From an optimization exercise on the open Yosys and OpenROAD flow, aimed at small area, a short achievable clock period and few clock cycles per item; shortcuts taken in it are not production practice. RTL that was checked went through simulation tests only; none was proved equivalent to the original. No functional check of the RTL was part of runs 2 and 7. Power figures rest on the tool's default switching activity, not on a simulated workload.

[flow/config.mk]
export PLATFORM = sky130hd
export DESIGN_NAME = frame_cipher
export DESIGN_NICKNAME = frame_cipher
export VERILOG_FILES = /design/flow/design.v
export SDC_FILE = /design/flow/constraint.sdc
export NUM_CORES = 4
export LEC_CHECK = 0
export CAP_MARGIN = 20
export CORE_MARGIN = 2
export CORE_UTILIZATION = 40
export SLEW_MARGIN = 20
[flow/run.sh]
#!/bin/bash
# synth_recipe.tcl (not shown) runs the flow's synth.tcl, then flattens the netlist and writes it again
# the make line also repeats each setting of config.mk as NAME=value (left out here)
make -C /OpenROAD-flow-scripts/flow DESIGN_CONFIG=/design/flow/config.mk WORK_HOME=/design/flow/orfs CLKGATE_MAP_FILE= SYNTH_SCRIPT=/design/flow/synth_recipe.tcl finish
[flow/constraint.sdc]
create_clock -name core_clock -period 6.0 [get_ports {clk}]
set_input_delay 1.2000 -clock core_clock [delete_from_list [all_inputs] [get_ports {clk}]]
set_output_delay 1.2000 -clock core_clock [all_outputs]
set_load 0.01 [all_outputs]
[flow/design.v]
module frame_cipher (
    input  wire        clk,
    input  wire        rst,           
    input  wire        in_valid,
    output wire        in_ready,
    input  wire [63:0] in_raw,
    input  wire [3:0]  in_len,
    output reg         out_valid,
    output reg  [1:0]  out_status,    
    output reg         out_bypass,
    output reg         out_marker_ok,
    output reg         out_sum_ok,
    output reg         out_accept,
    output reg  [63:0] out_d,
    output wire [7:0]  out_opcode,
    output wire [15:0] out_value,
    output reg  [1:0]  out_kind
);
    localparam [63:0] KEY    = 64'hC4C6C092_4023DC96;    
    localparam [63:0] SUBC   = 64'h844756D6_07939356;    
    localparam [7:0]  MARKER = 8'h0D;
    localparam [1:0] ST_OK     = 2'd0;
    localparam [1:0] ST_CHKERR = 2'd1;
    localparam [1:0] ST_LENERR = 2'd2;
    localparam [1:0] KIND_TEMP  = 2'd0;
    localparam [1:0] KIND_CO2   = 2'd1;
    localparam [1:0] KIND_HUM   = 2'd2;
    localparam [1:0] KIND_OTHER = 2'd3;
    function [2:0] perm;
        input [2:0] j;
        case (j)
            3'd0: perm = 3'd2;
            3'd1: perm = 3'd4;
            3'd2: perm = 3'd0;
            3'd3: perm = 3'd7;
            3'd4: perm = 3'd1;
            3'd5: perm = 3'd6;
            3'd6: perm = 3'd5;
            default: perm = 3'd3;
        endcase
    endfunction
    function [7:0] lane;
        input [63:0] w;
        input [2:0]  i;
        lane = w[63 - 8*i -: 8];
    endfunction
    reg [63:0] t1;
    integer j;
    always @(*) begin
        for (j = 0; j < 8; j = j + 1)
            t1[63 - 8*j -: 8] = lane(in_raw, perm(j[2:0])) ^ lane(KEY, j[2:0]);
    end
    wire [63:0] t2 = {t1[2:0], t1[63:3]};
    reg [63:0] t3;
    integer i;
    always @(*) begin
        for (i = 0; i < 8; i = i + 1)
            t3[63 - 8*i -: 8] = lane(t2, i[2:0]) - lane(SUBC, i[2:0]);
    end
    wire        bypass = (lane(in_raw, 3'd4) == MARKER);
    wire [63:0] d      = bypass ? in_raw : t3;
    wire [7:0] d0 = lane(d, 3'd0);
    wire [7:0] d1 = lane(d, 3'd1);
    wire [7:0] d2 = lane(d, 3'd2);
    wire [7:0] d3 = lane(d, 3'd3);
    wire [7:0] d4 = lane(d, 3'd4);
    wire [7:0] sum = d0 + d1 + d2;
    wire marker_ok = (d4 == MARKER);
    wire sum_ok    = (d3 == sum);
    wire accept    = marker_ok & sum_ok;
    wire len_ok    = (in_len == 4'd8);
    wire [1:0] status = !len_ok ? ST_LENERR :
                        accept  ? ST_OK     : ST_CHKERR;
    reg [1:0] kind;
    always @(*) begin
        case (d0)
            8'h42:   kind = KIND_TEMP;
            8'h50:   kind = KIND_CO2;
            8'h41:   kind = KIND_HUM;
            default: kind = KIND_OTHER;
        endcase
    end
    assign in_ready = 1'b1;
    wire fire = in_valid && in_ready;
    always @(posedge clk) begin
        if (rst)
            out_valid <= 1'b0;
        else
            out_valid <= fire;
    end
    always @(posedge clk) begin
        if (fire) begin
            out_status    <= status;
            out_bypass    <= bypass;
            out_marker_ok <= marker_ok;
            out_sum_ok    <= sum_ok;
            out_accept    <= accept;
            out_d         <= d;
            out_kind      <= kind;
        end
    end
    assign out_opcode = out_d[63:56];
    assign out_value  = out_d[55:40];
endmodule
==> key figures, run 1 <==
GRT
  – Via count of the first global-routing pass: 3,465
  – Largest net degree at the start of global routing: 74
  – Global-route wire length before repair: 19,200 um
  – Grt ovf: 0
  – Initial antenna violation count: 0
  – Total global-route track usage: approximately 20%

Setup path
  – Crit Path Max Fanout: 20
  – Crit path kind: input port to register
  – Worst EP arrival: 5.37 ns
  – Endpoint class of the critical path: register
  – Startpoint types: input port
  – Data required time of the critical path: around 6 ns

Synthesis
  – Synth Area in Compound Gates: 9.07%
  – Number of synthesized flops with an enable pin: 72
  – Main synth FF type: edfxtp_1
  – Mapped Cells: 434
  – Ys Warns: 1
  – Synth Cell Area: 0.00455 mm2
  – Top post-synthesis cells by area: edfxtp_1 (47%), xnor2_1 (5.4%), xor2_1 (5.2%), nand2_1 (4.7%), buf_4 (4.1%)
  – Top cell type's share of synthesized area: 47.5%
  – Seq cells post-synth: 73
  – Count leader, synth: edfxtp_1
  – Synth Area in XOR/XNOR: 11.1%
  – Post-Synth Adder-Cell Area: 7.36%
  – Simple-gate share of the synthesized area: between 10% and 20%
  – Post-synth top cells: edfxtp_1 (72), nand2_1 (57), inv_1 (43)
  – Ys async rst share: 0%
  – Top cell type by total area after synthesis: edfxtp_1
  – Syn nets: 527
  – Sequential fraction of the synthesis area: 47.9%
  – Mux share of post-synthesis cell area: 2.03%
  – Synth cell types: 55
  – Mean Syn Cell Area: around 10 um2
  – Largest family of logic cells by synthesized area: simple AND/OR/NAND/NOR gates

STA
  – Unrepaired setup endpoints after global routing: no
  – TNS Setup: 0 ns
  – Tmin final: 5.28 ns
  – Slew Limit Fails: 0
  – Final setup fails: 0
  – FMAX: 189 MHz
  – Worst Tran Pin Value: 0.915 ns
  – Period utilization: 88.0%
  – Min setup slack post-route: about 0.7 ns
  – Final Hold Fails: 0
  – Slew margin rel.: approximately two fifths

Place
  – Dpl ws: ~0.38 ns
  – Detail Placement HPWL: 9730 um
  – Dpl cells: 710
  – Placer Congestion: around 0.85
  – IO Port Bufs: 167

Clock network
  – CTS sink cnt: 73
  – Root Buffer: clkbuf_16
  – CTS tree: yes
  – CTS buffer count: 9
  – Clk buf depth: 2
  – Clock Pin Slew Worst Setup and Hold Paths: approximately 0.050 ns
  – H-tree lvl count: 3
  – Post-cts resize count: 0
  – Post-CTS setup buffer count: 0
  – Hold buffer count at cts: 0

Detailed routing
  – Vias per std cell: 4.82
  – Post-DR wirelength/cell: 17.0 um
  – Post-DRT Antenna Nets: 0
  – DRC Markers: 0
  – 1st-iter DRT viols: 135
  – Via count: 3,496
  – Routed WL: ~12,000 um
  – Number of iterations in the first detailed-routing pass: 4

Flow run
  – MaxCap Viol Count: 0

Floorplanning
  – Die Wd: around 110 um
  – Initial Util: 41.5%
  – Full die area: approximately 0.012 mm2
  – Die Ht: 111 um
  – Site Rows: 38
  – Core area: 0.0110 mm2
  – I/O pin total: about 170

Final layout
  – Finished Layout Cells: 726
  – Final core occ: ~59%
  – FILL cells: 955
  – Nets: 674
  – Area Growth Syn to Fin: 42.9%
  – Share of cells above drive strength 1: 6.31%
  – N_diodes: 0

Worst hold path
  – Min-delay worst type: input port to register

Power
  – Clock power frac: 32.7%
  – Switching power: 0.000453 W
  – Pwr Total: approximately 0.0017 W
  – PD cells: 262 mW/mm2
  – Internal Pwr Total: 0.00125 W
  – Switching share of total power: between 20% and 30%
  – Maximum vdd drop: around 0.18 mV
  – Sequential share of power: 37.5%
  – Comb pwr share: ~30%
  – Leak: between 2 and 3 nW

Status
  – Status: no timing/DRC/antenna violations
==> routing by layer <==
| metal | vias up | part of all wire [%] | track usage (%) | wire length (um) |
|---|---|---|---|---|
| li1 | 1736 | - | - | - |
| met1 | 1613 | 44 | 26.6 | 5490 |
| met2 | 131 | 48 | 33.2 | 5960 |
| met3 | 16 | 5.8 | 4.76 | 712 |
| met4 | 0 | 1.5 | 6.33 | 181 |
| met5 | - | 0 | 0 | 0 |
==> power by group through the flow <==
stage | clock [W] | sequential, W | combinational, W
after global routing | 0.000592 | 0.000645 | 0.000556
after floorplan | 0 | 0.000673 | 0.000255
after global placement | 0 | 0.000649 | 0.000509
final | 0.000558 | 0.000639 | 0.000508
after detailed placement | 0 | 0.000650 | 0.000509
after CTS | 0.000573 | 0.000640 | 0.000513
==> final cells by class <==
class	count	area, um2	area share, %
Multi-Input combinational cell	281	1960	30.1
Sequential cell	73	2180	33.5
Clock buffer	12	267	4.10
Timing Repair Buffer	172	1710	26.2
Tap cell	140	175	2.69
Inverter	44	166	2.56
Clock inverter	4	50.0	0.769
==> layout by cell type (no fill, tap or decap), types with 3 or more instances in the layout <==
master,Yosys,routed
nor3_1,3,3
xnor2_1,28,28
mux2i_1,4,4
xor2_1,27,27
nor2b_1,3,3
edfxtp_1,72,72
fa_1,8,8
clkbuf_16,0,9
a21o_1,4,4
ha_1,14,14
o21ai_0,23,23
nor2_1,33,33
buf_4,25,6
nand2_1,57,57
and2_1,3,3
o21a_1,3,3
clkbuf_8,0,3
inv_1,43,43
nand3_1,5,5
clkdlybuf4s50_1,0,166
a21oi_1,23,23
==> state kept, by name, indices dropped and copies added (netlist names) <==
signal         count
out_valid          1
out_sum_ok         1
out_d             64
out_status         2
out_bypass         1
out_kind           2
out_marker_ok      1
out_accept         1
==> worst max-delay path, cell delays in order <==
cell and delay, ns:
clkdlybuf4s50_1 0.54, nor4b_4 0.42, nand2_2 0.29, clkinv_2 0.13
buf_4 0.23, nand2_1 0.08, nand2_1 0.08, inv_1 0.05
fa_1 0.42, inv_1 0.07, ha_1 0.20, inv_1 0.07
fa_1 0.40, nor2b_1 0.13, o21a_1 0.16, o211ai_1 0.09
nand2_1 0.08, xor2_1 0.15, xnor3_1 0.43, nor2b_1 0.15
==> stage by stage <==
step / hold WS [ns] / instance area [um2]
3_3_place_gp: 1.72 / 6190
4_1_cts: 1.38 / 6510
3_5_place_dp: 1.73 / 6190
6_report: 1.39 / 6510
5_1_grt: 1.41 / 6510
2_1_floorplan: 1.27 / 4550
==> cells by family after synthesis <==
family,count (synthesis)
muxes,8
AOI/OAI and AO/OA,69
xor gates and xnor gates,56
other,1
and+or+nand+nor,125
DFF,73
buffers and inverters,80
adders and majority gates,22
==> path summary, 6_finish.rpt <==
path | startpoint | end | cells past startpoint | slack [ns]
worst min-delay path | rst | out_valid$_SDFF_PP0_ | 2 | 1.39
worst max-delay path | in_raw[29] | out_accept$_DFFE_PP_ | 20 | 0.72
Testbench counts, summed over its fixed seeds: cycles 12,008, items 12,000.
==> inputs of run 2 (changes only) <==
==> flow/design.v (replaced) <==
module frame_cipher (
    input  wire        clk,
    input  wire        rst,           
    input  wire        in_valid,
    output wire        in_ready,
    input  wire [63:0] in_raw,
    input  wire [3:0]  in_len,
    output reg         out_valid,
    output wire [1:0]  out_status,    
    output reg         out_bypass,
    output reg         out_marker_ok,
    output reg         out_sum_ok,
    output wire        out_accept,
    output reg  [63:0] out_d,
    output wire [7:0]  out_opcode,
    output wire [15:0] out_value,
    output wire [1:0]  out_kind
);
    localparam [63:0] KEY    = 64'hC4C6C092_4023DC96;    
    localparam [63:0] SUBC   = 64'h844756D6_07939356;    
    localparam [7:0]  MARKER = 8'h0D;
    function [2:0] perm;
        input [2:0] j;
        case (j)
            3'd0: perm = 3'd2;
            3'd1: perm = 3'd4;
            3'd2: perm = 3'd0;
            3'd3: perm = 3'd7;
            3'd4: perm = 3'd1;
            3'd5: perm = 3'd6;
            3'd6: perm = 3'd5;
            default: perm = 3'd3;
        endcase
    endfunction
    function [7:0] lane;
        input [63:0] w;
        input [2:0]  i;
        lane = w[63 - 8*i -: 8];
    endfunction
    reg [63:0] t1;
    integer j;
    always @(*) begin
        for (j = 0; j < 8; j = j + 1)
            t1[63 - 8*j -: 8] = lane(in_raw, perm(j[2:0])) ^ lane(KEY, j[2:0]);
    end
    wire [63:0] t2 = {t1[2:0], t1[63:3]};
    reg [63:0] t3;
    integer i;
    always @(*) begin
        for (i = 0; i < 8; i = i + 1)
            t3[63 - 8*i -: 8] = lane(t2, i[2:0]) - lane(SUBC, i[2:0]);
    end
    wire        bypass = (lane(in_raw, 3'd4) == MARKER);
    wire [63:0] d      = bypass ? in_raw : t3;
    wire marker_ok = bypass | (lane(t2, 3'd4) == 8'h14);
    wire [7:0] y0 = bypass ? lane(in_raw, 3'd0) : lane(t2, 3'd0);
    wire [7:0] y1 = bypass ? lane(in_raw, 3'd1) : lane(t2, 3'd1);
    wire [7:0] y2 = bypass ? lane(in_raw, 3'd2) : lane(t2, 3'd2);
    wire [7:0] y3 = bypass ? lane(in_raw, 3'd3) : lane(t2, 3'd3);
    wire [7:0] ysum = y0 + y1 + y2 - y3;
    wire sum_ok = (ysum == (bypass ? 8'h00 : 8'h4B));
    wire len_ok = (in_len == 4'd8);
    assign in_ready = 1'b1;
    always @(posedge clk) begin
        if (rst)
            out_valid <= 1'b0;
        else
            out_valid <= in_valid;
    end
    reg len_ok_q;
    always @(posedge clk) begin
        len_ok_q      <= len_ok;
        out_bypass    <= bypass;
        out_marker_ok <= marker_ok;
        out_sum_ok    <= sum_ok;
        out_d         <= d;
    end
    assign out_accept = out_marker_ok & out_sum_ok;
    assign out_status = {~len_ok_q, len_ok_q & ~out_accept};
    assign out_opcode = out_d[63:56];
    assign out_value  = out_d[55:40];
    reg [1:0] kind;
    always @(*) begin
        case (out_opcode)
            8'h42:   kind = 2'd0;
            8'h50:   kind = 2'd1;
            8'h41:   kind = 2'd2;
            default: kind = 2'd3;
        endcase
    end
    assign out_kind = kind;
endmodule
==> key figures, run 2 <==
STA
  – Hold slack final: 1.37 ns (-0.0201 ns)
  – Slew Limit Fails: 0 (unchanged)
  – Final setup fails: 0 (unchanged)
  – FMAX: 187 MHz (-1.3%)
  – Min setup slack post-route: 0.649 ns (-0.0685 ns)
  – Period utilization: 89.2% (+1.1 points)
  – Tmin final: 5.35 ns (+0.0685 ns)
  – Unrepaired setup endpoints after global routing: no
  – TNS Setup: 0 ns (unchanged)
  – Final Hold Fails: 0 (unchanged)

Floorplanning
  – Die Wd: 103 um (-7.3%)
  – Core area: 0.00933 mm2 (-15%)
  – Die Ht: 103 um (-7.3%)
  – Full die area: 0.0105 mm2 (-14%)
  – Initial Util: 41.7% (+0.26 points)
  – Site Rows: 35 (-7.9%)
  – I/O pin total: 169 (unchanged)

Power
  – Leak: 2.45 nW (-5.3%)
  – Comb pwr share: 31.9% (+2.1 points)
  – Clock power frac: 31.1% (-1.6 points)
  – Switching power: 0.000408 W (-9.9%)
  – Maximum vdd drop: 0.127 mV (-28%)
  – Internal Pwr Total: 0.000995 W (-21%)
  – Switching share of total power: 29.1% (+2.5 points)
  – PD cells: 243 mW/mm2 (-7.2%)
  – Sequential share of power: 37.0% (-0.5 points)

Final layout
  – Commonest non-fill, non-tap cell in the layout: clkdlybuf4s50_1
  – Largest Register: out_d
  – N_diodes: 0 (unchanged)
  – Area Growth Syn to Fin: 48.2%
  – FILL cells: 861 (-9.8%)
  – Share of cells above drive strength 1: 4.92% (-1.4 points)
  – Commonest non-fill, non-tap cells in the layout: clkdlybuf4s50_1 (167), nand2_1 (77), dfxtp_1 (69)
  – Max FFs per register: 64 (unchanged)
  – Nets: 706 (+4.7%)
  – Final core occ: 61.8% (+2.6 points)

Synthesis
  – Top cell type's share of synthesized area: 35.5% (-12 points)
  – Mapped Cells: 461 (+6.2%)
  – Ys Warns: 1 (unchanged)
  – Top cell type by total area after synthesis: dfxtp_1
  – Synth cell types: 44 (-20%)
  – Synth Cell Area: 0.00389 mm2 (-15%)
  – Top post-synthesis cells by area: dfxtp_1 (35%), nand2_1 (7.4%), fa_1 (7.2%), xnor2_1 (6.1%), xor2_1 (6.1%)
  – Main synth FF type: dfxtp_1
  – Ys async rst share: 0% (unchanged)
  – Count leader, synth: nand2_1
  – Syn nets: 562 (+6.6%)
  – Mean Syn Cell Area: 8.44 um2 (-20%)
  – Sequential fraction of the synthesis area: 35.5% (-12 points)
  – Post-synth top cells: nand2_1 (77), dfxtp_1 (69), nor2_1 (42)
  – Number of synthesized flops with an enable pin: 0 (-100%)
  – Seq cells post-synth: 69 (-5.5%)

GRT
  – Grt peak-use layer: met2
  – Global-route met1 utilization: 28.1% (+1.5 points)
  – Grt met3 use: 4.75% (-0.011 points)
  – Largest net degree at the start of global routing: 42 (-43%)
  – GRT met2 Usage: 36.8% (+3.6 points)
  – Grt ovf: 0 (unchanged)
  – Global-route wire length before repair: 17,400 um (-9.4%)
  – Total global-route track usage: 21.7% (+1.5 points)
  – Initial antenna violation count: 0 (unchanged)
  – Via count of the first global-routing pass: 3,460 (-0.14%)

Worst hold path
  – Hold path start: rst
  – Worst Hold Path EP: out_valid$_SDFF_PP0_
  – Hold Path Depth: 2 (unchanged)
  – Min-delay worst type: input port to register

Detailed routing
  – Number of iterations in the first detailed-routing pass: 4 (unchanged)
  – DRC Markers: 0 (unchanged)
  – Vias per std cell: 4.74 (-1.5%)
  – Post-DR wirelength/cell: 15.3 um (-10%)
  – Via count: 3,504 (+0.23%)
  – 1st-iter DRT viols: 178 (+32%)
  – Routed WL: 11,300 um (-8.5%)
  – Post-DRT Antenna Nets: 0 (unchanged)

Place
  – IO Port Bufs: 167 (unchanged)
  – Placer Congestion: 0.875 (+2.5%)
  – Dpl ws: 0.309 ns (-0.0739 ns)
  – Detail Placement HPWL: 9390 um (-3.5%)

Setup path
  – Endpoint class of the critical path: register
  – Worst EP arrival: 5.60 ns (+0.23 ns)
  – Data required time of the critical path: 6.25 ns (+0.17 ns)
  – Crit path kind: input port to register
  – Startpoint types: input port
  – Crit Path Max Fanout: 21 (+5.0%)

Clock network
  – Hold buffer count at cts: 0 (unchanged)
  – H-tree lvl count: 3 (unchanged)
  – Post-CTS setup buffer count: 0 (unchanged)
  – CTS sink cnt: 69 (-5.5%)
  – Post-cts resize count: 0 (unchanged)
  – CTS tree: yes
  – Clock Pin Slew Worst Setup and Hold Paths: 0.09 ns (+0.04 ns)
  – Root Buffer: clkbuf_8
  – Clk buf depth: 2 (unchanged)
  – CTS buffer count: 9 (unchanged)

Status
  – Status: no timing/DRC/antenna violations

Flow run
  – MaxCap Viol Count: 0 (unchanged)
-- run 2: stage by stage --
stage                     cells  power [W]  cell area [um2]
after global routing        739    0.00148             5770
after CTS                   739    0.00142             5770
after detailed placement    723   0.000977             5540
after floorplan             461   0.000762             3890
after global placement      723   0.000972             5540
final                       739    0.00140             5770
-- run 2: per-layer routing --
metal  part of all wire (%)  wire, um
met5                      0         0
met4                    1.2       131
met3                    5.8       659
met2                     49      5500
met1                     44      5010
-- run 2: kinds of logic (layout without fill, tap and decap cells) --
kind of cell    count (synthesis)  in the layout  synth area share [%]
other cells                     1              1                0.0964
simple gates                  151            151                  17.2
fa+ha+maj                      30             30                  12.3
xor+xnor                       54             54                  12.2
mux                             7              7                  1.80
compound gates                 82             82                  11.9
buf+inv                        67            216                  8.97
flops                          69             69                  35.5
-- run 2: power by group through the flow --
stage                     logic, W  registers (W)  clock network [W]
after global routing      0.000489       0.000523           0.000467
final                     0.000447       0.000519           0.000437
after floorplan           0.000212       0.000550                  0
after detailed placement  0.000447       0.000530                  0
after CTS                 0.000450       0.000520           0.000447
after global placement    0.000442       0.000530                  0
-- run 2: cell type report --
type | count | area [um2] | area share [%]
Sequential cell | 69 | 1380 | 23.9
Tap cell | 129 | 161 | 2.80
Inverter | 27 | 104 | 1.80
Clock inverter | 6 | 93.8 | 1.63
Clock buffer | 10 | 138 | 2.39
Multi-Input combinational cell | 325 | 2160 | 37.5
Timing Repair Buffer | 173 | 1730 | 30.0
-- run 2: critical path: stages --
cell and delay [ns]:
clkdlybuf4s50_1 0.50, nor3_1 0.28, and2_4 0.21, nand2_4 0.13, inv_4 0.19, buf_4 0.25, a21oi_1 0.11, fa_1 0.48
fa_1 0.49, inv_1 0.08, ha_1 0.17, inv_1 0.06, fa_1 0.40, nor2b_1 0.12, o21ai_0 0.11, a21boi_0 0.25
o21ai_0 0.14, and3_1 0.18, o2111a_1 0.23
-- run 2: worst max path at each step --
stage | start | to | slack (ns)
floorplan | in_raw[25] | out_sum_ok$_DFF_P_ | 1.13
global placement | in_raw[30] | out_sum_ok$_DFF_P_ | 0.45
detailed placement | in_raw[30] | out_sum_ok$_DFF_P_ | 0.31
CTS | in_raw[30] | out_sum_ok$_DFF_P_ | 0.68
global route | in_raw[31] | out_sum_ok$_DFF_P_ | 0.32
finish | in_raw[30] | out_sum_ok$_DFF_P_ | 0.65
==> inputs of run 3 (changes only) <==
--- a/flow/design.v
+++ b/flow/design.v
@@ -53,12 +53,27 @@
     wire        bypass = (lane(in_raw, 3'd4) == MARKER);
     wire [63:0] d      = bypass ? in_raw : t3;
     wire marker_ok = bypass | (lane(t2, 3'd4) == 8'h14);
-    wire [7:0] y0 = bypass ? lane(in_raw, 3'd0) : lane(t2, 3'd0);
-    wire [7:0] y1 = bypass ? lane(in_raw, 3'd1) : lane(t2, 3'd1);
-    wire [7:0] y2 = bypass ? lane(in_raw, 3'd2) : lane(t2, 3'd2);
-    wire [7:0] y3 = bypass ? lane(in_raw, 3'd3) : lane(t2, 3'd3);
-    wire [7:0] ysum = y0 + y1 + y2 - y3;
-    wire sum_ok = (ysum == (bypass ? 8'h00 : 8'h4B));
+    function sum_is;
+        input [7:0] a, b, c, d, k;
+        reg   [7:0] s1, c1, x, y, m, cin;
+        integer n;
+        begin
+            s1 = a ^ b ^ c;
+            c1 = {(a[6:0] & b[6:0]) | (a[6:0] & c[6:0]) | (b[6:0] & c[6:0]), 1'b0};
+            x  = s1 ^ c1 ^ ~d;
+            y  = {(s1[6:0] & c1[6:0]) | (s1[6:0] & ~d[6:0]) | (c1[6:0] & ~d[6:0]), 1'b0};
+            m  = k - 8'd1;
+            cin[0] = 1'b0;
+            for (n = 1; n < 8; n = n + 1)
+                cin[n] = (x[n-1] ^ y[n-1]) ? ~m[n-1] : (x[n-1] & y[n-1]);
+            sum_is = &(~(x ^ y ^ m ^ cin));
+        end
+    endfunction
+    wire sum_ok_plain = sum_is(lane(in_raw, 3'd0), lane(in_raw, 3'd1),
+                               lane(in_raw, 3'd2), lane(in_raw, 3'd3), 8'h00);
+    wire sum_ok_dec   = sum_is(lane(t2, 3'd0), lane(t2, 3'd1),
+                               lane(t2, 3'd2), lane(t2, 3'd3), 8'h4B);
+    wire sum_ok = bypass ? sum_ok_plain : sum_ok_dec;
     wire len_ok = (in_len == 4'd8);
     assign in_ready = 1'b1;
     always @(posedge clk) begin
==> key figures, run 3 <==
STA
  – Hold slack final: 1.38 ns (+0.00635 ns)
  – Slew margin rel.: 39.2%
  – FMAX: 275 MHz (+47%)
  – Unrepaired setup endpoints after global routing: no
  – Final setup fails: 0 (unchanged)
  – Period utilization: 60.6% (-29 points)
  – Tmin final: 3.64 ns (-1.71 ns)
  – Slew Limit Fails: 0 (unchanged)
  – Worst Tran Pin Value: 0.911 ns
  – Final Hold Fails: 0 (unchanged)
  – TNS Setup: 0 ns (unchanged)

Floorplanning
  – Full die area: 0.0110 mm2 (+4.9%)
  – Die Ht: 105 um (+2.4%)
  – Site Rows: 36 (+2.9%)
  – Die Wd: 105 um (+2.4%)
  – Core area: 0.00986 mm2 (+5.8%)
  – Initial Util: 41.4% (-0.28 points)
  – I/O pin total: 169 (unchanged)

Synthesis
  – Top cell type's share of synthesized area: 33.8% (-1.7 points)
  – Synth cell types: 41 (-6.8%)
  – Top post-synthesis cells by area: dfxtp_1 (34%), fa_1 (13%), xnor2_1 (7.1%), ha_1 (7.0%), xor2_1 (5.4%)
  – Ys Warns: 1 (unchanged)
  – Sequential fraction of the synthesis area: 33.8% (-1.7 points)
  – Seq cells post-synth: 69 (unchanged)
  – Mapped Cells: 447 (-3.0%)
  – Ys async rst share: 0% (unchanged)
  – Syn nets: 567 (+0.89%)
  – Count leader, synth: dfxtp_1
  – Top cell type by total area after synthesis: dfxtp_1
  – Number of synthesized flops with an enable pin: 0 (unchanged)
  – Main synth FF type: dfxtp_1
  – Post-synth top cells: dfxtp_1 (69), nand2_1 (56), xnor2_1 (33)
  – Synth Cell Area: 0.00409 mm2 (+5.0%)
  – Mean Syn Cell Area: 9.14 um2 (+8.3%)

Setup path
  – Crit path kind: input port to register
  – Worst setup endpoint: out_sum_ok$_DFF_P_
  – Critical path's most frequent cell: fa_1
  – Data required time of the critical path: 6.25 ns (about the same)
  – Crit Path Max Fanout: 6 (-71%)
  – Critical-path cell list: clkdlybuf4s50_1, fa_1, fa_1, inv_1, ha_1, xnor2_1, nor4_1, nand3_1, o32ai_1
  – Startpoint types: input port
  – Worst EP arrival: 3.89 ns (-1.71 ns)
  – CP peak stage delay: 0.68 ns (+0.18 ns)
  – CP Launch Point: in_raw[40]
  – Endpoint class of the critical path: register
  – Slowest-stage cell, CP: clkdlybuf4s50_1

GRT
  – Via count of the first global-routing pass: 3,498 (+1.1%)
  – Largest net degree at the start of global routing: 71 (+69%)
  – Initial antenna violation count: 0 (unchanged)
  – Grt ovf: 0 (unchanged)
  – Global-route wire length before repair: 18,700 um (+7.3%)
  – Total global-route track usage: 21.9% (+0.13 points)

Final layout
  – Largest Register: out_d
  – Share of cells above drive strength 1: 3.72% (-1.2 points)
  – FILL cells: 894 (+3.8%)
  – Final Cell Area: 0.00593 mm2 (+2.8%)
  – Max FFs per register: 64 (unchanged)
  – Commonest non-fill, non-tap cell in the layout: clkdlybuf4s50_1
  – Commonest non-fill, non-tap cells in the layout: clkdlybuf4s50_1 (167), dfxtp_1 (69), nand2_1 (56)
  – Area Growth Syn to Fin: 45.0%
  – Nets: 707 (+0.14%)
  – N_diodes: 0 (unchanged)

Flow run
  – MaxCap Viol Count: 0 (unchanged)

Detailed routing
  – Top Layer Used: met4
  – 1st-iter DRT viols: 121 (-32%)
  – DRC Markers: 0 (unchanged)
  – Met3 WL: 732 um (+11%)
  – Vias per std cell: 4.76 (+0.48%)
  – Post-DRT Antenna Nets: 0 (unchanged)
  – Via count: 3,454 (-1.4%)
  – Met2 wire len: 5620 um (+2.1%)
  – Post-DR wirelength/cell: 16.2 um (+5.6%)
  – Number of iterations in the first detailed-routing pass: 4 (unchanged)
  – Wl on met1: 5300 um (+5.7%)
  – Routed WL: 11,700 um (+3.6%)

Power
  – Switching power: 0.000409 W (+0.29%)
  – Clock power frac: 33.1% (+2.0 points)
  – Leak: 2.44 nW (-0.71%)
  – PD cells: 244 mW/mm2 (+0.50%)
  – Sequential share of power: 35.7% (-1.3 points)
  – Internal Pwr Total: 0.00104 W (+4.5%)
  – Maximum vdd drop: 0.137 mV (+8.0%)
  – Switching share of total power: 28.2% (-0.84 points)
  – Comb pwr share: 31.2% (-0.7 points)

Clock network
  – H-tree lvl count: 3 (unchanged)
  – Root Buffer: clkbuf_8
  – Post-cts resize count: 0 (unchanged)
  – Clock Pin Slew Worst Setup and Hold Paths: 0.08 ns (about the same)
  – CTS tree: yes
  – Hold buffer count at cts: 0 (unchanged)
  – Post-CTS setup buffer count: 0 (unchanged)
  – CTS buffer count: 9 (unchanged)
  – CTS sink cnt: 69 (unchanged)
  – Clk buf depth: 2 (unchanged)

Worst hold path
  – Min-delay worst type: input port to register
  – Hold Path Depth: 2 (unchanged)
  – Hold path start: rst

Place
  – Placer Congestion: 0.830 (-5.2%)
  – Detail Placement HPWL: 9090 um (-3.2%)
  – IO Port Bufs: 167 (unchanged)
  – Placed cell areas: 0.00568 mm2 (+2.5%)

Status
  – Status: no timing/DRC/antenna violations
-- run 3: changes by cell type after synthesis, sizes merged, moves of 5 or more --
| cell | previous run | this run |
|---|---|---|
| buf | 29 | 34 |
| nor2 | 42 | 29 |
| mux2i | 7 | 0 |
| clkbuf | 11 | 5 |
| o31ai | 0 | 5 |
| xnor2 | 27 | 33 |
| nand2 | 78 | 56 |
| a21o | 6 | 0 |
| ha | 16 | 23 |
| fa | 14 | 26 |
-- run 3: worst min path at each step --
stage	endpoint	slack (ns)
2_1_floorplan	out_d[24]$_DFF_P_	1.26
3_3_place_gp	out_valid$_SDFF_PP0_	1.73
4_1_cts	out_valid$_SDFF_PP0_	1.36
5_1_grt	len_ok_q$_DFF_P_	1.37
6_report	out_valid$_SDFF_PP0_	1.38
3_5_place_dp	out_valid$_SDFF_PP0_	1.74
-- run 3: worst max-delay path: cells and delay by family --
kind,cells,cell delay (ns)
xor+xnor,1,0.13
fa+ha+maj,3,1.33
simple gates,2,0.35
buf+inv,2,0.72
compound gates,1,0.15
-- run 3: per-stage QoR --
step                cells  util, %  total power (W)  setup slack [ns]
global route          725     60.1          0.00153              2.22
detailed placement    709     57.5         0.000982              1.99
finish                725     60.1          0.00145              2.36
floorplan             447        -         0.000771              2.76
global placement      709     57.5         0.000977              2.05
CTS                   725     60.1          0.00146              2.36
-- run 3: logic make-up after synthesis --
logic type | after synthesis | synth area share, %
AND/OR/NAND/NOR | 125 | 14.1
AO/OA/AOI/OAI | 78 | 11.0
flip-flops | 69 | 33.8
buffers and inverters | 67 | 8.85
XOR/XNOR | 58 | 12.4
adder cells (fa/ha/maj) | 49 | 19.8
other | 1 | 0.0917
-- run 3: per-layer routing --
metal	up-vias	global-route usage [%]
li1	1706	-
met1	1617	28.8
met2	127	36.3
met3	4	5.12
met4	0	5.05
met5	-	0
-- run 3: cell type report --
type	count	area [um2]	share of cell area [%]
multi-input combinational	311	2340	39.6
timing repair buffer	168	1680	28.3
sequential	69	1380	23.3
tap	133	166	2.81
clock buffer	11	141	2.39
clock inverter	5	108	1.82
inverter	28	106	1.79
-- run 3: power by group through the flow --
| stage | Combinational, W | Clock [W] | Sequential, W |
|---|---|---|---|
| 5_1_grt | 0.000500 | 0.000510 | 0.000522 |
| 2_1_floorplan | 0.000223 | 0 | 0.000548 |
| 6_report | 0.000452 | 0.000479 | 0.000517 |
| 3_5_place_dp | 0.000454 | 0 | 0.000528 |
| 4_1_cts | 0.000457 | 0.000489 | 0.000518 |
| 3_3_place_gp | 0.000450 | 0 | 0.000527 |
Testbench counts of run 3, summed over its fixed seeds: cycles 12,008, items 12,000.
==> inputs of run 4 (changes only) <==
==> flow/flow/run.sh (new file) <==
#!/bin/bash
# The standard layout, with the port buffers made from a small buffer cell
# instead of the delay buffer buffer_ports picks by default.
set -euo pipefail
bash standard.sh 'BUFFER_PORTS_ARGS=-buffer_cell sky130_fd_sc_hd__buf_2' finish > standard_flow.log 2>&1
==> flow/standard.sh (new file) <==
#!/bin/bash
# synth_recipe.tcl (not shown) runs the flow's synth.tcl, then flattens the netlist and writes it again
# the make line also repeats each setting of config.mk as NAME=value (left out here)
make -C /OpenROAD-flow-scripts/flow DESIGN_CONFIG=/design/flow/config.mk WORK_HOME=/design/flow/orfs CLKGATE_MAP_FILE= SYNTH_SCRIPT=/design/flow/synth_recipe.tcl "${@:-finish}"
removed: flow/run.sh
==> key figures, run 4 <==
Status
  – Status: no timing/DRC/antenna violations

Setup path
  – Crit Path Max Fanout: 4 (-2)
  – Critical path's most frequent cell: fa_1
  – Worst Path Buf+Inv: 2 (unchanged)
  – Crit path kind: input port to register
  – CP peak stage delay: 0.49 ns (-0.19 ns)
  – Critical-path cell list: buf_2, inv_1, fa_1, fa_1, ha_1, xor2_1, nor4_1, nand3_1, o32ai_1
  – Endpoint class of the critical path: register
  – Slowest-stage cell, CP: fa_1
  – Worst EP arrival: 3.49 ns (-0.40 ns)
  – Top delay family on crit path: adder cells
  – Data required time of the critical path: 6.27 ns (+0.02 ns)
  – Startpoint types: input port

Synthesis
  – Synth Cell Area: 0.00409 mm2 (unchanged)
  – Syn nets: 567 (unchanged)
  – Ys async rst share: 0% (unchanged)
  – Synth cell types: 41 (unchanged)
  – Ys Warns: 1 (unchanged)
  – Seq cells post-synth: 69 (unchanged)
  – Mean Syn Cell Area: 9.14 um2 (unchanged)
  – Main synth FF type: dfxtp_1
  – Post-synth top cells: dfxtp_1 (69), nand2_1 (56), xnor2_1 (33)
  – Count leader, synth: dfxtp_1
  – Number of synthesized flops with an enable pin: 0 (unchanged)
  – Sequential fraction of the synthesis area: 33.8% (unchanged)
  – Mapped Cells: 447 (unchanged)
  – Top cell type by total area after synthesis: dfxtp_1
  – Top cell type's share of synthesized area: 33.8% (unchanged)
  – Top post-synthesis cells by area: dfxtp_1 (34%), fa_1 (13%), xnor2_1 (7.1%), ha_1 (7.0%), xor2_1 (5.4%)

GRT
  – Global-route wire length before repair: 17,100 um (-8.4%)
  – Initial antenna violation count: 0 (unchanged)
  – Total global-route track usage: 19.9% (-2.0 points)
  – Grt ovf: 0 (unchanged)
  – Largest net degree at the start of global routing: 71 (unchanged)
  – Via count of the first global-routing pass: 3,317 (-5.2%)

Final layout
  – Final core occ: 51.3% (-8.8 points)
  – Final Cell Area: 0.00506 mm2 (-15%)
  – Largest Register: out_d
  – Share of cells above drive strength 1: 32.0% (+28 points)
  – Commonest non-fill, non-tap cell in the layout: buf_2
  – Commonest non-fill, non-tap cells in the layout: buf_2 (167), dfxtp_1 (69), nand2_1 (56)
  – Area Growth Syn to Fin: 23.8%
  – Nets: 707 (unchanged)
  – N_diodes: 0 (unchanged)
  – Max FFs per register: 64 (unchanged)
  – Finished Layout Cells: 724 (-0.14%)

Detailed routing
  – Number of iterations in the first detailed-routing pass: 4 (unchanged)
  – Via count: 3,371 (-2.4%)
  – Post-DR wirelength/cell: 14.9 um (-7.9%)
  – Post-DRT Antenna Nets: 0 (unchanged)
  – Routed WL: 10,800 um (-8.0%)
  – Vias per std cell: 4.66 (-2.3%)
  – DRC Markers: 0 (unchanged)
  – 1st-iter DRT viols: 144 (+19%)

STA
  – Hold slack final: 0.989 ns (-0.386 ns)
  – FMAX: 311 MHz (+13%)
  – Period utilization: 53.6% (-7.0 points)
  – Slew margin rel.: 42.0% (+2.8 points)
  – Final Hold Fails: 0 (unchanged)
  – Slew Limit Fails: 0 (unchanged)
  – Final setup fails: 0 (unchanged)
  – Unrepaired setup endpoints after global routing: no
  – Worst Tran Pin Value: 0.871 ns (-0.0408 ns)
  – TNS Setup: 0 ns (unchanged)
  – Tmin final: 3.22 ns (-0.418 ns)

Clock network
  – Post-CTS setup buffer count: 0 (unchanged)
  – CTS buffer count: 9 (unchanged)
  – Root Buffer: clkbuf_8
  – Post-cts resize count: 0 (unchanged)
  – Hold buffer count at cts: 0 (unchanged)
  – CTS sink cnt: 69 (unchanged)
  – H-tree lvl count: 3 (unchanged)
  – Clock Pin Slew Worst Setup and Hold Paths: 0.08 ns (about the same)
  – Clk buf depth: 2 (unchanged)
  – CTS tree: yes

Floorplanning
  – Core area: 0.00986 mm2 (unchanged)
  – I/O pin total: 169 (unchanged)
  – Initial Util: 41.4% (unchanged)
  – Site Rows: 36 (unchanged)
  – Die Ht: 105 um (unchanged)
  – Die Wd: 105 um (unchanged)
  – Full die area: 0.0110 mm2 (unchanged)

Worst hold path
  – Worst Hold Path EP: out_valid$_SDFF_PP0_
  – Min-delay worst type: input port to register
  – Hold Path Depth: 2 (unchanged)
  – Hold path start: rst

Place
  – Placer Congestion: 0.868 (+4.6%)
  – Placed cell areas: 0.00484 mm2 (-15%)
  – Dpl cells: 709 (unchanged)
  – IO Port Bufs: 167 (unchanged)
  – Detail Placement HPWL: 8380 um (-7.7%)

Power
  – Maximum vdd drop: 0.104 mV (-24%)
  – Leak: 2.43 nW (about the same)
  – PD cells: 260 mW/mm2 (+6.4%)

Flow run
  – MaxCap Viol Count: 0 (unchanged)
[run 4: worst max-delay path by stage]
stage / from / endpoint / slack [ns] / depth (start not counted)
final: in_raw[33] / out_sum_ok$_DFF_P_ / 2.78 / 9
after global routing: in_raw[33] / out_sum_ok$_DFF_P_ / 2.66 / 9
after CTS: in_raw[33] / out_sum_ok$_DFF_P_ / 2.78 / 9
after detailed placement: in_raw[33] / out_sum_ok$_DFF_P_ / 2.40 / 9
after global placement: in_raw[33] / out_sum_ok$_DFF_P_ / 2.47 / 9
after floorplan: in_raw[33] / out_sum_ok$_DFF_P_ / 2.76 / 8
[run 4: area by class of cell]
class                           instances  area (um2)
Fill cell                             957        4800
Clock buffer                           10         138
Sequential cell                        69        1380
Timing Repair Buffer                  168         843
Tap cell                              133         166
Inverter                               28         106
Multi-Input combinational cell        311        2340
Clock inverter                          5        82.6
[run 4: per-stage QoR]
| step | power, W | worst slack (ns) |
|---|---|---|
| floorplan | 0.000771 | 2.76 |
| global placement | 0.000893 | 2.47 |
| detailed placement | 0.000898 | 2.40 |
| CTS | 0.00133 | 2.78 |
| global route | 0.00140 | 2.66 |
| finish | 0.00132 | 2.78 |
[run 4: cell families (layout without fill, tap and decap cells)]
family	count (synthesis)	in the layout	synth area share (%)
AOI/OAI and AO/OA	78	78	11.0
DFF	69	69	33.8
and+or+nand+nor	125	125	14.1
other	1	1	0.0917
buffers and inverters	67	211	8.85
adders and majority gates	49	49	19.8
xor gates and xnor gates	58	58	12.4
[run 4: routing by layer]
metal	wire [um]	up-vias	share of wire, %	track usage, %
li1	-	1704	-	-
met1	4910	1543	46	26.1
met2	5030	112	47	32.6
met3	676	12	6.3	4.18
met4	148	0	1.4	6.57
met5	0	-	0	0
[run 4: power by group]
| group | leakage [nW] | switching (W) | internal (W) |
|---|---|---|---|
| logic | 1.74 | 0.000198 | 0.000172 |
| registers | 0.581 | 0.0000150 | 0.000500 |
| clock network | 0.113 | 0.000186 | 0.000245 |
==> inputs of run 5 (changes only) <==
--- a/flow/config.mk
+++ b/flow/config.mk
@@ -8,4 +8,5 @@
 export CAP_MARGIN = 20
 export CORE_MARGIN = 2
 export CORE_UTILIZATION = 40
+export SETUP_SLACK_MARGIN = 3.3
 export SLEW_MARGIN = 20
==> key figures, run 5 <==
Detailed routing
  – Post-DR wirelength/cell: 14.9 um (-0.17%)
  – Routed WL: 10,800 um (+0.38%)
  – Vias per std cell: 4.68 (+0.57%)
  – Number of iterations in the first detailed-routing pass: 4 (unchanged)
  – Post-DRT Antenna Nets: 0 (unchanged)
  – Via count: 3,409 (+1.1%)
  – DRC Markers: 0 (unchanged)
  – 1st-iter DRT viols: 104 (-28%)

STA
  – TNS Setup: 0 ns (unchanged)
  – Final setup fails: 0 (unchanged)
  – Worst Tran Pin Value: 0.657 ns (-0.214 ns)
  – Hold slack final: 0.992 ns (+0.00290 ns)
  – Slew Limit Fails: 0 (unchanged)
  – Tmin final: 3.03 ns (-0.191 ns)
  – Period utilization: 50.5% (-3.2 points)
  – FMAX: 330 MHz (+6.3%)
  – Unrepaired setup endpoints after global routing: yes
  – Final Hold Fails: 0 (unchanged)
  – Slew margin rel.: 56.2% (+14 points)

Floorplanning
  – Die Wd: 105 um (unchanged)
  – Site Rows: 36 (unchanged)
  – Die Ht: 105 um (unchanged)
  – Core area: 0.00986 mm2 (unchanged)
  – Full die area: 0.0110 mm2 (unchanged)
  – I/O pin total: 169 (unchanged)
  – Initial Util: 41.4% (unchanged)

Power
  – Comb pwr share: 31.0% (+2.9 points)
  – Switching share of total power: 31.6% (+1.3 points)
  – Clock power frac: 29.7% (-3.0 points)
  – Internal Pwr Total: 0.000895 W (-2.5%)
  – PD cells: 253 mW/mm2 (-2.9%)
  – Switching power: 0.000413 W (+3.5%)
  – Sequential share of power: 39.4% (+0.3 points)
  – Pwr Total: 0.00131 W (-0.67%)
  – Maximum vdd drop: 0.134 mV (+29%)
  – Leak: 2.45 nW (+0.49%)

Worst hold path
  – Hold path start: rst
  – Worst Hold Path EP: out_valid$_SDFF_PP0_
  – Hold Path Depth: 2 (unchanged)
  – Min-delay worst type: input port to register

Final layout
  – Area Growth Syn to Fin: 26.7%
  – Commonest non-fill, non-tap cells in the layout: buf_2 (160), dfxtp_1 (69), nand2_1 (56)
  – Final Cell Area: 0.00518 mm2 (+2.3%)
  – Max FFs per register: 64 (unchanged)
  – Share of cells above drive strength 1: 34.5% (+2.5 points)
  – FILL cells: 933 (-2.5%)
  – Nets: 710 (+0.42%)
  – Commonest non-fill, non-tap cell in the layout: buf_2
  – N_diodes: 0 (unchanged)
  – Largest Register: out_d

Clock network
  – Clock Pin Slew Worst Setup and Hold Paths: 0.08 ns (about the same)
  – CTS tree: yes
  – CTS buffer count: 9 (unchanged)
  – Clk buf depth: 2 (unchanged)
  – H-tree lvl count: 3 (unchanged)
  – CTS sink cnt: 69 (unchanged)
  – Hold buffer count at cts: 0 (unchanged)
  – Root Buffer: clkbuf_8

Synthesis
  – Number of synthesized flops with an enable pin: 0 (unchanged)
  – Top cell type's share of synthesized area: 33.8% (unchanged)
  – Post-synth top cells: dfxtp_1 (69), nand2_1 (56), xnor2_1 (33)
  – Syn nets: 567 (unchanged)
  – Top post-synthesis cells by area: dfxtp_1 (34%), fa_1 (13%), xnor2_1 (7.1%), ha_1 (7.0%), xor2_1 (5.4%)
  – Count leader, synth: dfxtp_1
  – Top cell type by total area after synthesis: dfxtp_1
  – Synth cell types: 41 (unchanged)
  – Sequential fraction of the synthesis area: 33.8% (unchanged)
  – Main synth FF type: dfxtp_1
  – Mean Syn Cell Area: 9.14 um2 (unchanged)
  – Ys async rst share: 0% (unchanged)
  – Synth Cell Area: 0.00409 mm2 (unchanged)
  – Mapped Cells: 447 (unchanged)
  – Seq cells post-synth: 69 (unchanged)
  – Ys Warns: 1 (unchanged)

Status
  – Status: no timing/DRC/antenna violations

Place
  – Detail Placement HPWL: 8390 um (+0.13%)
  – IO Port Bufs: 167 (unchanged)
  – Placer Congestion: 0.881 (+1.4%)
  – Placed cell areas: 0.00484 mm2 (about the same)

Setup path
  – Worst EP arrival: 3.30 ns (-0.19 ns)
  – Endpoint class of the critical path: register
  – CP Launch Point: in_raw[63]
  – Startpoint types: input port
  – Crit Path Max Fanout: 4 (unchanged)
  – Crit path kind: input port to register
  – Data required time of the critical path: 6.28 ns (about the same)

GRT
  – Via count of the first global-routing pass: 3,322 (+0.15%)
  – Grt ovf: 0 (unchanged)
  – Largest net degree at the start of global routing: 71 (unchanged)
  – Global-route wire length before repair: 17,300 um (+1.0%)
  – Total global-route track usage: 20.3% (+0.38 points)
  – Initial antenna violation count: 0 (unchanged)

Flow run
  – MaxCap Viol Count: 0 (unchanged)
run 5: area by class of cell:
class	instances	area (um2)	area share, %
timing repair buffer	171	907	17.5
clock inverter	5	60.1	1.16
tap	133	166	3.21
sequential	69	1380	26.7
clock buffer	11	141	2.73
inverter	28	111	2.15
multi-input combinational	311	2410	46.6
run 5: worst max-delay path, stage by stage:
cell and delay, ns:
buf_12 0.10, fa_1 0.55, fa_1 0.41, ha_1 0.30
xor2_1 0.17, nor4_2 0.29, nand3_1 0.13, o32ai_2 0.14
run 5: layer usage:
metal / GRT usage (%) / part of all wire [%] / vias to the layer above
li1: - / - / 1709
met1: 25.6 / 44 / 1572
met2: 33.1 / 47 / 113
met3: 5.24 / 6.9 / 15
met4: 7.90 / 1.8 / 0
met5: 0 / 0 / -
run 5: through the flow:
stage	cells	utilization, %	setup slack (ns)
6_report	728	52.5	2.97
5_1_grt	728	52.5	2.83
4_1_cts	726	51.3	2.93
3_5_place_dp	709	49.1	2.52
3_3_place_gp	709	49.1	2.57
2_1_floorplan	447	-	2.83
run 5: power groups by stage:
stage / sequential, W / clock [W] / combinational, W
3_3_place_gp: 0.000526 / 0 / 0.000366
3_5_place_dp: 0.000526 / 0 / 0.000374
2_1_floorplan: 0.000548 / 0 / 0.000224
6_report: 0.000515 / 0.000388 / 0.000405
5_1_grt: 0.000520 / 0.000426 / 0.000451
4_1_cts: 0.000516 / 0.000401 / 0.000378
run 5: worst max-delay path by stage:
stage | slack [ns] | end | depth (start not counted)
6_report | 2.97 | out_sum_ok$_DFF_P_ | 8
5_1_grt | 2.83 | out_sum_ok$_DFF_P_ | 9
4_1_cts | 2.93 | out_sum_ok$_DFF_P_ | 9
3_5_place_dp | 2.52 | out_sum_ok$_DFF_P_ | 9
3_3_place_gp | 2.57 | out_sum_ok$_DFF_P_ | 9
2_1_floorplan | 2.83 | out_sum_ok$_DFF_P_ | 8
run 5: cells by family (layout without fill, tap and decap cells):
group	count (synthesis)	after routing	share of synthesized area (%)
simple gates	125	125	14.1
other cells	1	1	0.0917
compound gates	78	78	11.0
flops	69	69	33.8
buf+inv	67	215	8.85
xor+xnor	58	58	12.4
fa+ha+maj	49	49	19.8
run 5: what timing repair did:
item | CTS | global route
buffers inserted | 1 | 2
resized for setup | 3 | 28
hold endpoints to repair | 0 | 0
setup endpoints to repair | 1 | 5
pin swaps | 7 | 19
==> inputs of run 6 (changes only) <==
==> flow/flow/run.sh (replaced) <==
#!/bin/bash
# The standard layout, with the port buffers made from a small buffer cell
# instead of the delay buffer buffer_ports picks by default.
set -euo pipefail
bash standard.sh 'BUFFER_PORTS_ARGS=-buffer_cell sky130_fd_sc_hd__buf_1' finish > standard_flow.log 2>&1
==> key figures, run 6 <==
Status
  – Status: no timing/DRC/antenna violations

Clock network
  – CTS sink cnt: 69 (unchanged)
  – Root Buffer: clkbuf_8
  – CTS buffer count: 9 (unchanged)
  – H-tree lvl count: 3 (unchanged)
  – Clock Pin Slew Worst Setup and Hold Paths: 0.08 ns (about the same)
  – Clk buf depth: 2 (unchanged)
  – CTS tree: yes

GRT
  – Largest net degree at the start of global routing: 71 (unchanged)
  – Initial antenna violation count: 0 (unchanged)
  – Global-route wire length before repair: 17,300 um (about the same)
  – Grt ovf: 0 (unchanged)
  – Via count of the first global-routing pass: 3,356 (+1.0%)
  – Total global-route track usage: 20.1% (-0.18 points)

STA
  – Tmin final: 3.04 ns (+0.00863 ns)
  – Period utilization: 50.6% (+0.14 points)
  – TNS Setup: 0 ns (unchanged)
  – Slew Limit Fails: 0 (unchanged)
  – Worst Tran Pin Value: 0.634 ns (-0.0228 ns)
  – Final Hold Fails: 0 (unchanged)
  – Min setup slack post-route: 2.96 ns (-0.00863 ns)
  – Final setup fails: 0 (unchanged)
  – Hold slack final: 0.996 ns (+0.00413 ns)
  – Slew margin rel.: 57.7% (+1.5 points)
  – FMAX: 329 MHz (-0.28%)
  – Unrepaired setup endpoints after global routing: yes

Synthesis
  – Top cell type's share of synthesized area: 33.8% (unchanged)
  – Mapped Cells: 447 (unchanged)
  – Sequential fraction of the synthesis area: 33.8% (unchanged)
  – Top post-synthesis cells by area: dfxtp_1 (34%), fa_1 (13%), xnor2_1 (7.1%), ha_1 (7.0%), xor2_1 (5.4%)
  – Ys async rst share: 0% (unchanged)
  – Post-synth top cells: dfxtp_1 (69), nand2_1 (56), xnor2_1 (33)
  – Main synth FF type: dfxtp_1
  – Synth Cell Area: 0.00409 mm2 (unchanged)
  – Syn nets: 567 (unchanged)
  – Ys Warns: 1 (unchanged)
  – Mean Syn Cell Area: 9.14 um2 (unchanged)
  – Number of synthesized flops with an enable pin: 0 (unchanged)
  – Top cell type by total area after synthesis: dfxtp_1
  – Count leader, synth: dfxtp_1
  – Synth cell types: 41 (unchanged)
  – Seq cells post-synth: 69 (unchanged)

Power
  – Leak: 2.04 nW (-16%)
  – Maximum vdd drop: 0.0937 mV (-30%)
  – PD cells: 260 mW/mm2 (+2.9%)

Floorplanning
  – Die Ht: 105 um (unchanged)
  – Core area: 0.00986 mm2 (unchanged)
  – Site Rows: 36 (unchanged)
  – Full die area: 0.0110 mm2 (unchanged)
  – I/O pin total: 169 (unchanged)
  – Initial Util: 41.4% (unchanged)
  – Die Wd: 105 um (unchanged)

Setup path
  – Crit path kind: input port to register
  – CP Launch Point: in_raw[31]
  – Endpoint class of the critical path: register
  – Worst setup endpoint: out_sum_ok$_DFF_P_
  – Worst EP arrival: 3.30 ns (about the same)
  – Crit Path Max Fanout: 4 (unchanged)
  – Startpoint types: input port
  – Data required time of the critical path: 6.27 ns (about the same)

Final layout
  – Final Cell Area: 0.00498 mm2 (-3.8%)
  – Share of cells above drive strength 1: 10.1% (-24 points)
  – Max FFs per register: 64 (unchanged)
  – Area Growth Syn to Fin: 21.8%
  – Commonest non-fill, non-tap cells in the layout: buf_1 (142), dfxtp_1 (69), nand2_1 (56)
  – Area of the multi-input gates: 0.00239 mm2 (-0.99%)
  – Sequential standard cell area: 0.00138 mm2 (unchanged)
  – Nets: 710 (unchanged)
  – Largest Register: out_d
  – N_diodes: 0 (unchanged)
  – Commonest non-fill, non-tap cell in the layout: buf_1
  – FILL cells: 981 (+5.1%)
  – Final core occ: 50.5% (-2.0 points)

Detailed routing
  – 1st-iter DRT viols: 149 (+43%)
  – Post-DRT Antenna Nets: 0 (unchanged)
  – Number of iterations in the first detailed-routing pass: 4 (unchanged)
  – Vias per std cell: 4.71 (+0.59%)
  – Top Layer Used: met4
  – Routed WL: 10,900 um (+0.66%)
  – Via count: 3,429 (+0.59%)
  – Wl on met1: 4830 um (+1.6%)
  – Post-DR wirelength/cell: 14.9 um (+0.66%)
  – Met2 wire len: 5240 um (+2.4%)
  – Met3 WL: 658 um (-11%)
  – DRC Markers: 0 (unchanged)

Place
  – Detail Placement HPWL: 8410 um (+0.25%)
  – Placer Congestion: 0.821 (-6.8%)
  – Dpl ws: 2.37 ns (-0.154 ns)
  – Placed cell areas: 0.00464 mm2 (-4.3%)
  – IO Port Bufs: 167 (unchanged)

Worst hold path
  – Hold path start: rst
  – Min-delay worst type: input port to register

Flow run
  – MaxCap Viol Count: 0 (unchanged)
## run 6: cell families after synthesis
group / after synthesis / share of synthesized area [%]
AOI/OAI and AO/OA: 78 / 11.0
buffers and inverters: 67 / 8.85
other: 1 / 0.0917
xor gates and xnor gates: 58 / 12.4
DFF: 69 / 33.8
and+or+nand+nor: 125 / 14.1
adders and majority gates: 49 / 19.8
## run 6: critical path, stage by stage
cell	delay, ns
buf_8	0.11
fa_1	0.56
fa_1	0.42
ha_1	0.31
xor2_1	0.16
nor4_1	0.28
nand3_1	0.13
o32ai_2	0.13
## run 6: worst min-delay path by stage
stage	end	slack [ns]	depth (start not counted)
2_1_floorplan	out_d[24]$_DFF_P_	1.26	1
3_3_place_gp	out_valid$_SDFF_PP0_	1.35	2
3_5_place_dp	out_valid$_SDFF_PP0_	1.36	2
4_1_cts	out_valid$_SDFF_PP0_	0.99	2
5_1_grt	out_valid$_SDFF_PP0_	1.00	2
6_report	out_valid$_SDFF_PP0_	1.0	2
## run 6: stage by stage
stage / power [W] / std cells
after floorplan: 0.000771 / 447
after global placement: 0.000875 / 709
after detailed placement: 0.000879 / 709
after CTS: 0.00129 / 726
after global routing: 0.00137 / 728
final: 0.00129 / 728
## run 6: power breakdown
part / switching (W) / total [W] / internal, W / leakage [nW]
logic: 0.000207 / 0.000371 / 0.000164 / 1.37
clock network: 0.000200 / 0.000407 / 0.000206 / 0.0955
registers: 0.0000164 / 0.000517 / 0.000500 / 0.581
total: 0.000424 / 0.00129 / 0.000870 / 2.04
## run 6: timing repair
| item | in CTS | in global routing |
|---|---|---|
| setup endpoints to repair | 43 | 35 |
| hold endpoints to repair | 0 | 0 |
| buffers inserted | 1 | 2 |
| pin swaps | 10 | 19 |
| resized for setup | 26 | 25 |
| hold buffers | 0 | 0 |
## run 6: final cells by class
cell class                 count  area share (%)
inverter                      28            2.24
clock inverter                 6            1.41
clock buffer                  10            2.76
timing repair buffer         171            14.6
sequential                    69            27.7
multi-input combinational    311            47.9
tap                          133            3.34
## run 6: metal layers
metal / vias up / GRT usage, %
met2: 119 / 32.8
met3: 16 / 3.06
met4: 0 / 6.76
li1: 1714 / -
met1: 1580 / 27.1
met5: - / 0
==> inputs of run 7 (changes only) <==
--- a/flow/design.v
+++ b/flow/design.v
@@ -9,7 +9,7 @@
     output wire [1:0]  out_status,    
     output reg         out_bypass,
     output reg         out_marker_ok,
-    output reg         out_sum_ok,
+    output wire        out_sum_ok,
     output wire        out_accept,
     output reg  [63:0] out_d,
     output wire [7:0]  out_opcode,
@@ -53,7 +53,7 @@
     wire        bypass = (lane(in_raw, 3'd4) == MARKER);
     wire [63:0] d      = bypass ? in_raw : t3;
     wire marker_ok = bypass | (lane(t2, 3'd4) == 8'h14);
-    function sum_is;
+    function [7:0] sum_bits;
         input [7:0] a, b, c, d, k;
         reg   [7:0] s1, c1, x, y, m, cin;
         integer n;
@@ -66,14 +66,15 @@
             cin[0] = 1'b0;
             for (n = 1; n < 8; n = n + 1)
                 cin[n] = (x[n-1] ^ y[n-1]) ? ~m[n-1] : (x[n-1] & y[n-1]);
-            sum_is = &(~(x ^ y ^ m ^ cin));
+            sum_bits = ~(x ^ y ^ m ^ cin);
         end
     endfunction
-    wire sum_ok_plain = sum_is(lane(in_raw, 3'd0), lane(in_raw, 3'd1),
-                               lane(in_raw, 3'd2), lane(in_raw, 3'd3), 8'h00);
-    wire sum_ok_dec   = sum_is(lane(t2, 3'd0), lane(t2, 3'd1),
-                               lane(t2, 3'd2), lane(t2, 3'd3), 8'h4B);
-    wire sum_ok = bypass ? sum_ok_plain : sum_ok_dec;
+    wire [7:0] sum_bits_plain = sum_bits(lane(in_raw, 3'd0), lane(in_raw, 3'd1),
+                                         lane(in_raw, 3'd2), lane(in_raw, 3'd3), 8'h00);
+    wire [7:0] sum_bits_dec   = sum_bits(lane(t2, 3'd0), lane(t2, 3'd1),
+                                         lane(t2, 3'd2), lane(t2, 3'd3), 8'h4B);
+    wire [7:0] sum_bits_sel   = bypass ? sum_bits_plain : sum_bits_dec;
+    wire [3:0] sum_pairs = sum_bits_sel[7:4] & sum_bits_sel[3:0];
     wire len_ok = (in_len == 4'd8);
     assign in_ready = 1'b1;
     always @(posedge clk) begin
@@ -82,14 +83,16 @@
         else
             out_valid <= in_valid;
     end
-    reg len_ok_q;
+    reg       len_ok_q;
+    reg [3:0] sum_pairs_q;
     always @(posedge clk) begin
         len_ok_q      <= len_ok;
         out_bypass    <= bypass;
         out_marker_ok <= marker_ok;
-        out_sum_ok    <= sum_ok;
+        sum_pairs_q   <= sum_pairs;
         out_d         <= d;
     end
+    assign out_sum_ok = &sum_pairs_q;
     assign out_accept = out_marker_ok & out_sum_ok;
     assign out_status = {~len_ok_q, len_ok_q & ~out_accept};
     assign out_opcode = out_d[63:56];
--- a/flow/config.mk
+++ b/flow/config.mk
@@ -8,5 +8,5 @@
 export CAP_MARGIN = 20
 export CORE_MARGIN = 2
 export CORE_UTILIZATION = 40
-export SETUP_SLACK_MARGIN = 3.3
+export SETUP_SLACK_MARGIN = 3.4
 export SLEW_MARGIN = 20
==> key figures, run 7 <==
Setup path
  – Slowest-stage cell, CP: fa_1
  – Crit path kind: input port to register
  – Worst EP arrival: 3.25 ns (-0.05 ns)
  – Data required time of the critical path: 6.26 ns (about the same)
  – CP peak stage delay: 0.54 ns (-0.02 ns)
  – Endpoint class of the critical path: register
  – Worst Path Buf+Inv: 1 (unchanged)
  – Critical-path cell list: buf_4, fa_1, fa_1, ha_2, xor2_2, xnor2_1, xnor2_1, o32ai_1
  – Crit Path Max Fanout: 5 (+1)
  – Startpoint types: input port
  – Top delay family on crit path: adder cells

Final layout
  – FILL cells: 996 (+1.5%)
  – Commonest non-fill, non-tap cell in the layout: buf_1
  – Commonest non-fill, non-tap cells in the layout: buf_1 (137), dfxtp_1 (72), nand2_1 (57)
  – Share of cells above drive strength 1: 12.1% (+2.0 points)
  – Sequential standard cell area: 0.00144 mm2 (+4.3%)
  – Nets: 720 (+1.4%)
  – Top Registers: out_d (64), sum_pairs_q (4)
  – Max FFs per register: 64 (unchanged)
  – Largest Register: out_d
  – N_diodes: 0 (unchanged)
  – Finished Layout Cells: 741 (+1.8%)
  – Area Growth Syn to Fin: 24.7%
  – Area of the multi-input gates: 0.00246 mm2 (+3.0%)
  – Final Cell Area: 0.00523 mm2 (+5.1%)
  – Final core occ: 50.9% (+0.44 points)

Status
  – Status: no timing/DRC/antenna violations

Flow run
  – MaxCap Viol Count: 0 (unchanged)

Place
  – Placer Congestion: 0.852 (+3.8%)
  – IO Port Bufs: 167 (unchanged)
  – Detail Placement HPWL: 9090 um (+8.1%)
  – Dpl ws: 2.34 ns (-0.0283 ns)
  – Placed cell areas: 0.00475 mm2 (+2.4%)
  – Dpl cells: 719 (+1.4%)

Synthesis
  – Top cell type's share of synthesized area: 34.3% (+0.55 points)
  – Ys Warns: 1 (unchanged)
  – Top cell type by total area after synthesis: dfxtp_1
  – Mean Syn Cell Area: 9.26 um2 (+1.3%)
  – Syn nets: 573 (+1.1%)
  – Synth Cell Area: 0.00420 mm2 (+2.7%)
  – Ys async rst share: 0% (unchanged)
  – Post-synth top cells: dfxtp_1 (72), nand2_1 (57), xnor2_1 (33)
  – Synth cell types: 46 (+12%)
  – Mapped Cells: 453 (+1.3%)
  – Sequential fraction of the synthesis area: 34.3% (+0.55 points)
  – Top post-synthesis cells by area: dfxtp_1 (34%), fa_1 (12%), xnor2_1 (6.9%), ha_1 (6.9%), buf_4 (5.4%)
  – Seq cells post-synth: 72 (+4.3%)
  – Number of synthesized flops with an enable pin: 0 (unchanged)
  – Count leader, synth: dfxtp_1
  – Main synth FF type: dfxtp_1

Floorplanning
  – Initial Util: 40.8% (-0.61 points)
  – Core area: 0.0103 mm2 (+4.2%)
  – Full die area: 0.0113 mm2 (+2.6%)
  – Die Wd: 106 um (+1.3%)
  – Die Ht: 106 um (+1.3%)
  – Site Rows: 37 (+2.8%)
  – I/O pin total: 169 (unchanged)

Clock network
  – Clk buf depth: 2 (unchanged)
  – Root Buffer: clkbuf_8
  – CTS sink cnt: 72 (+4.3%)
  – CTS tree: yes
  – Clock Pin Slew Worst Setup and Hold Paths: 0.09 ns (about the same)
  – CTS buffer count: 9 (unchanged)
  – H-tree lvl count: 3 (unchanged)

STA
  – Period utilization: 49.8% (-0.78 points)
  – Final setup fails: 0 (unchanged)
  – Slew margin rel.: 65.4% (+7.7 points)
  – TNS Setup: 0 ns (unchanged)
  – Min setup slack post-route: 3.01 ns (+0.0469 ns)
  – FMAX: 335 MHz (+1.6%)
  – Worst Tran Pin Value: 0.519 ns (-0.115 ns)
  – Final Hold Fails: 0 (unchanged)
  – Slew Limit Fails: 0 (unchanged)
  – Unrepaired setup endpoints after global routing: yes
  – Tmin final: 2.99 ns (-0.0469 ns)

GRT
  – Largest net degree at the start of global routing: 76 (+7.0%)
  – Grt ovf: 0 (unchanged)
  – Initial antenna violation count: 0 (unchanged)
  – Global-route wire length before repair: 18,200 um (+5.2%)
  – Total global-route track usage: 21.1% (+1.0 points)
  – Via count of the first global-routing pass: 3,527 (+5.1%)

Detailed routing
  – Vias per std cell: 4.84 (+2.7%)
  – Routed WL: 11,500 um (+5.7%)
  – Post-DRT Antenna Nets: 0 (unchanged)
  – 1st-iter DRT viols: 113 (-24%)
  – DRC Markers: 0 (unchanged)
  – Via count: 3,586 (+4.6%)
  – Number of iterations in the first detailed-routing pass: 4 (unchanged)
  – Post-DR wirelength/cell: 15.5 um (+3.8%)

Power
  – PD cells: 259 mW/mm2 (-0.47%)
  – Leak: 2.17 nW (+6.4%)
  – Maximum vdd drop: 0.129 mV (+38%)

Worst hold path
  – Min-delay worst type: input port to register
run 7: cell count changes in the layout (fill, tap and decap cells not counted), moves of 3 or more:
cell,previous run,this run
buf_1,142,137
buf_4,8,12
buf_6,2,10
clkbuf_2,5,0
dfxtp_1,69,72
ha_1,21,17
o21ai_0,30,22
o21ai_1,2,8
o31ai_1,5,8
run 7: path summary, 6_finish.rpt:
| check | from | endpoint | slack (ns) | cells after the start |
|---|---|---|---|---|
| setup / recovery | in_raw[41] | sum_pairs_q[3]$_DFF_P_ | 3.01 | 8 |
| hold / removal | rst | out_valid$_SDFF_PP0_ | 0.99 | 2 |
run 7: cell families after synthesis:
| kind of cell | share of synthesized area, % |
|---|---|
| other | 0.0894 |
| xor gates and xnor gates | 12.1 |
| and+or+nand+nor | 14.3 |
| AOI/OAI and AO/OA | 11.0 |
| adders and majority gates | 19.3 |
| DFF | 34.3 |
| buffers and inverters | 8.91 |
run 7: final cells by class:
cell class / instances / share of cell area, %
inverter: 29 / 2.41
tap: 136 / 3.25
multi-input combinational: 314 / 47.0
sequential: 72 / 27.5
clock inverter: 6 / 1.29
timing repair buffer: 174 / 16.1
clock buffer: 10 / 2.44
run 7: what timing repair did:
item | in CTS | in global routing
pin swaps | 29 | 17
endpoints found under the hold margin | 0 | 0
resized for setup | 69 | 17
hold buffers | 0 | 0
buffers inserted | 4 | 2
endpoints found under the setup margin | 45 | 39
run 7: per-stage QoR:
step	total power, W	hold WS [ns]
final	0.00135	0.991
after global routing	0.00144	0.983
after CTS	0.00136	0.984
after detailed placement	0.000936	1.37
after global placement	0.000932	1.36
after floorplan	0.000811	1.26
run 7: where the power goes:
part	internal (W)	switching (W)	total [W]
clock network	0.000194	0.000193	0.000387
logic	0.000191	0.000226	0.000417
registers	0.000531	0.0000189	0.000550
run 7: per-layer routing:
metal  global-route usage, %  part of all wire (%)
met5                       0                     0
met4                    7.24                   1.6
met3                    5.03                   7.5
met2                    35.4                    47
met1                    26.7                    44

==> re-timing with driven ports <==
The flow's constraints put no driver on any port. The routed layouts listed below were extracted and timed again, unchanged, in two steps.
Step 1 (the two cells are an assumption about what drives the block):
set clk [get_ports {clk}]
set_driving_cell -lib_cell sky130_fd_sc_hd__clkbuf_16 $clk
set_driving_cell -lib_cell sky130_fd_sc_hd__buf_2 [delete_from_list [all_inputs] $clk]
Step 2 moves the port delays by t, midway between the first and last clock arrival at a register: inputs arrive t later, outputs are due t later. That takes back most of the time a late clock gives input paths.
Three values: ideal, step 1, step 2; two values: the first two.
run	t, ns	setup slack, ns	latest minus earliest clock arrival (ns)	pins driven straight from the clock port
run 1	0.370	0.718 / 0.731 / 0.361	0.008 / 0.008	1
run 2	0.376	0.649 / 0.649 / 0.273	0.017 / 0.017	1
run 3	0.370	2.364 / 2.373 / 2.003	0.013 / 0.013	1
run 4	0.382	2.781 / 2.795 / 2.413	0.012 / 0.012	1
run 5	0.379	2.973 / 2.953 / 2.574	0.014 / 0.014	1
run 6	0.378	2.964 / 2.955 / 2.577	0.016 / 0.016	1
run 7	0.376	3.011 / 2.999 / 2.623	0.015 / 0.014	1
After both steps setup and hold are still met in every run listed. The setup slack of run 5, which loses most, moves by -0.020 ns with the drivers and by -0.399 ns with both steps.
